What follows belongs to an exercise in optimizing a design on an open flow for small area; a production flow would make more cautious choices.
Only simulation tests tie the RTL to the original design; equivalence was not proved.
Power and IR drop assume default switching activity.

alpha:
==> flow/design.v (excerpt) <==
module gbx_link (
    input  wire        clk,
    input  wire        rst,           
    input  wire        tick,          
    input  wire        start,         
    input  wire [63:0] desc,          
    input  wire        cancel,        
    input  wire        rx_valid,
    input  wire [7:0]  rx_data,
    output wire        rx_ready,
    output wire        rx_flush,      
    output wire        tx_valid,
    output wire [7:0]  tx_data,
    input  wire        tx_ready,
    input  wire        src_valid,
    input  wire [7:0]  src_data,
    output wire        src_ready,
    output wire        sink_valid,
    output wire [7:0]  sink_data,
    input  wire        sink_ready,
    input  wire [4:0]  buf_raddr,
    output wire [7:0]  buf_rdata,
    output reg         busy,
    output reg  [2:0]  op,            
    output reg         done,
    output reg  [3:0]  status,
    output reg  [2:0]  cause,
    output reg  [2:0]  rxsm,
    output reg  [31:0] result_len,
    output reg  [31:0] offset,
    output reg  [31:0] remaining,
    output reg         progress,
    output reg  [31:0] progress_count
);
  ...
Size: ~2200 cells after synthesis, roughly 700 flip-flops, roughly 270 I/O pins.
export LEC_CHECK = 0
export CAP_MARGIN = 10
export CORE_MARGIN = 2
export CORE_UTILIZATION = 60
export CTS_BUF_LIST = sky130_fd_sc_hd__clkbuf_4 sky130_fd_sc_hd__clkbuf_8
export PLACE_DENSITY = 0.75
export SLEW_MARGIN = 10
create_clock -name core_clock -period 10.0 [get_ports {clk}]
run.sh (not shown) runs the stock make flow with config.mk's settings and CLKGATE_MAP_FILE= SYNTH_SCRIPT=/design/flow/synth_recipe.tcl, a recipe that flattens the netlist after the stock synthesis.
alpha reached the final stage; the timing, DRC and antenna checks on its layout passed.
Setup changes, alpha to beta
- clearing CTS_BUF_LIST, which used to be sky130_fd_sc_hd__clkbuf_4 sky130_fd_sc_hd__clkbuf_8
- swapping 60 for 70 in CORE_UTILIZATION
- swapping 0.75 for 0.8 in PLACE_DENSITY
==> flow/flow/run.sh (new file) <==
#!/bin/bash
# The standard layout (standard.sh) with these changes:
#  - synthesis: ORFS synthesis unchanged except that abc maps the logic with
#    an area-oriented script (flow/area.abc) instead of abc_speed.script;
#  - port buffers are sky130_fd_sc_hd__buf_1;
#  - CTS: clkbuf_8 only, sink clusters of at most 16 sinks within 70 um,
#    no dummy loads.
# Each tool's output goes to a log of its own in this folder.
set -uo pipefail
W=$PWD
# synthesis script: synth_recipe.tcl, sourcing a copy of ORFS synth.tcl whose
# abc call uses flow/area.abc
sed "s|^  log_cmd abc {\*}\$abc_args|  set abc_args [lreplace \$abc_args 1 1 $W/flow/area.abc]\n  log_cmd abc {*}\$abc_args|" \
    "$FLOW_HOME/scripts/synth.tcl" > "$W/synth_area.tcl"
grep -q "flow/area.abc" "$W/synth_area.tcl" || { echo "synth.tcl patch failed"; exit 1; }
sed "s|source \$::env(SCRIPTS_DIR)/synth.tcl|source $W/synth_area.tcl|" synth_recipe.tcl > "$W/synth_recipe_area.tcl"
grep -q "synth_area.tcl" "$W/synth_recipe_area.tcl" || { echo "synth_recipe.tcl patch failed"; exit 1; }
export BUFFER_PORTS_ARGS="-buffer_cell sky130_fd_sc_hd__buf_1"
bash standard.sh "SYNTH_SCRIPT=$W/synth_recipe_area.tcl" \
    "CTS_ARGS=-sink_clustering_enable -repair_clock_nets -dont_use_dummy_load -sink_clustering_size 16 -sink_clustering_max_diameter 70 -buf_list sky130_fd_sc_hd__clkbuf_8" \
    finish > standard.log 2>&1
==> flow/flow/area.abc (new file) <==
&get -n
&st
&deepsyn -T 120
&dch
&nf -R 1000 -p -F 8 -A 4 -C 32
&put
topo
==> flow/standard.sh (new file) <==
#!/bin/bash
# synth_recipe.tcl (not shown) runs the flow's synth.tcl, then flattens the netlist and writes it again
# the make line also repeats each setting of config.mk as NAME=value (left out here)
make -C /OpenROAD-flow-scripts/flow DESIGN_CONFIG=/design/flow/config.mk WORK_HOME=/design/flow/orfs CLKGATE_MAP_FILE= SYNTH_SCRIPT=/design/flow/synth_recipe.tcl "${@:-finish}"
removed: flow/run.sh
Notes after the runs:
- For the part of the power in combinational logic, beta came in 3.0 points higher than alpha did.
- Diff alpha and beta: cell row count lower in beta
- Between alpha and beta, the flow reports first-pass GRT wire length decreasing by more than 10%.
- In beta relative to alpha, non-clock buffer count had gone down slightly.
[inputs] gamma vs beta
- CTS_BUF_LIST now sky130_fd_sc_hd__clkbuf_4 sky130_fd_sc_hd__clkbuf_8, previously not set
- PLACE_DENSITY now 0.75, was 0.8
- CORE_UTILIZATION now 60, was 70
==> flow/flow/run.sh <==
#!/bin/bash
# Standard layout, with small port buffers and no CTS dummy loads.
set -uo pipefail
export BUFFER_PORTS_ARGS="-buffer_cell sky130_fd_sc_hd__buf_1"
bash standard.sh "CTS_ARGS=-sink_clustering_enable -repair_clock_nets -dont_use_dummy_load -buf_list {sky130_fd_sc_hd__clkbuf_4 sky130_fd_sc_hd__clkbuf_8}" finish > standard.log 2>&1
removed: flow/flow/area.abc
Results
gamma reports a lower sequential share of layout area than beta does. gamma vs beta: clock buffer count up. Row maximum clock frequency: gamma higher / beta lower. Diff beta -> gamma | count of cell types in the netlist | up by more than half. gamma vs beta on standby leakage power: gamma is the higher one.
Relative to gamma, the following input files were edited for delta:
- PLACE_DENSITY now 0.8, was 0.75
- CTS_BUF_LIST no longer set, was sky130_fd_sc_hd__clkbuf_4 sky130_fd_sc_hd__clkbuf_8
- CORE_UTILIZATION now 70, was 60
==> flow/flow/run.sh <==
#!/bin/bash
# The standard layout (standard.sh) with these changes:
#  - synthesis: ORFS synthesis unchanged except that abc maps the logic with
#    an area-oriented script (flow/area.abc) instead of abc_speed.script;
#  - port buffers are sky130_fd_sc_hd__buf_1;
#  - CTS: clkbuf_8 only, sink clusters of at most 16 sinks within 70 um,
#    no dummy loads.
# Each tool's output goes to a log of its own in this folder.
set -uo pipefail
W=$PWD
# synthesis script: synth_recipe.tcl, sourcing a copy of ORFS synth.tcl whose
# abc call uses flow/area.abc
sed "s|^  log_cmd abc {\*}\$abc_args|  set abc_args [lreplace \$abc_args 1 1 $W/flow/area.abc]\n  log_cmd abc {*}\$abc_args|" \
    "$FLOW_HOME/scripts/synth.tcl" > "$W/synth_area.tcl"
grep -q "flow/area.abc" "$W/synth_area.tcl" || { echo "synth.tcl patch failed"; exit 1; }
sed "s|source \$::env(SCRIPTS_DIR)/synth.tcl|source $W/synth_area.tcl|" synth_recipe.tcl > "$W/synth_recipe_area.tcl"
grep -q "synth_area.tcl" "$W/synth_recipe_area.tcl" || { echo "synth_recipe.tcl patch failed"; exit 1; }
export BUFFER_PORTS_ARGS="-buffer_cell sky130_fd_sc_hd__buf_1"
bash standard.sh "SYNTH_SCRIPT=$W/synth_recipe_area.tcl" \
    "CTS_ARGS=-sink_clustering_enable -repair_clock_nets -dont_use_dummy_load -sink_clustering_size 16 -sink_clustering_max_diameter 70 -buf_list sky130_fd_sc_hd__clkbuf_8" \
    finish > standard.log 2>&1
==> flow/flow/area.abc (new file) <==
&get -n
&st
&deepsyn -T 40
&dch
&nf -R 1000 -p
&put
topo
--- outcome ---
From delta to gamma, number of nets with antenna violations after routing did not move at all.
Signed area change from the synthesized netlist to the final layout, delta and gamma: higher on gamma
Compared with gamma, delta shows number of fillers in the final layout that has gone down by more than a quarter.
Taking gamma as the reference point, the post-synthesis net count of delta falls by 277.
Summary — utilization, delta relative to gamma: higher, by 9.9 points.
Overall routed net length (lower): delta
In the metrics for delta and gamma, the one carrying the lower clock share of power is delta.
Diff gamma -> delta | worst setup slack after layout | decrease of 0.12 ns
Count of clock-net buffers in the final layout was lower in delta than in gamma.
Relative to gamma, the switching portion of total power of delta is higher by 0.29 points.
delta ended up with input port to flop as its worst setup path category; gamma ended up with input port to primary output.

port drivers added, routing unchanged:
The flow's constraints put no driver on any port. The routed layouts listed below were extracted and timed again, unchanged, in two steps. Step 1: set_driving_cell puts a clkbuf_16 on clk and a buf_2 on each other input, an assumption about the parent block. Step 2 times the ports against the registers' clock, not the clock port: input delays grow and output delays shrink by t, the midpoint of the rising clock arrivals with the driver on. Three values: ideal, step 1, step 2; two values: the first two.
run | t, ns | slack for setup (ns) | hold slack, ns | worst register clock-pin slew, ns | cell pins on the clock port's net
alpha | 0.777 | 2.883 / 2.861 / 2.861 | 0.335 / 0.335 / 0.335 | 0.07 / 0.07 | 1
beta | 0.634 | 3.442 / 3.418 / 2.945 | 0.338 / 0.338 / 0.338 | 0.11 / 0.11 | 1
gamma | 0.750 | 3.598 / 3.555 / 3.555 | 0.327 / 0.327 / 0.327 | 0.07 / 0.07 | 1
delta | 0.666 | 3.474 / 3.443 / 2.777 | 0.327 / 0.327 / 0.327 | 0.11 / 0.11 | 1
After both steps setup and hold are still met in every run listed. The setup slack of delta, which loses most, moves by -0.031 ns with the drivers and by -0.697 ns with both steps.
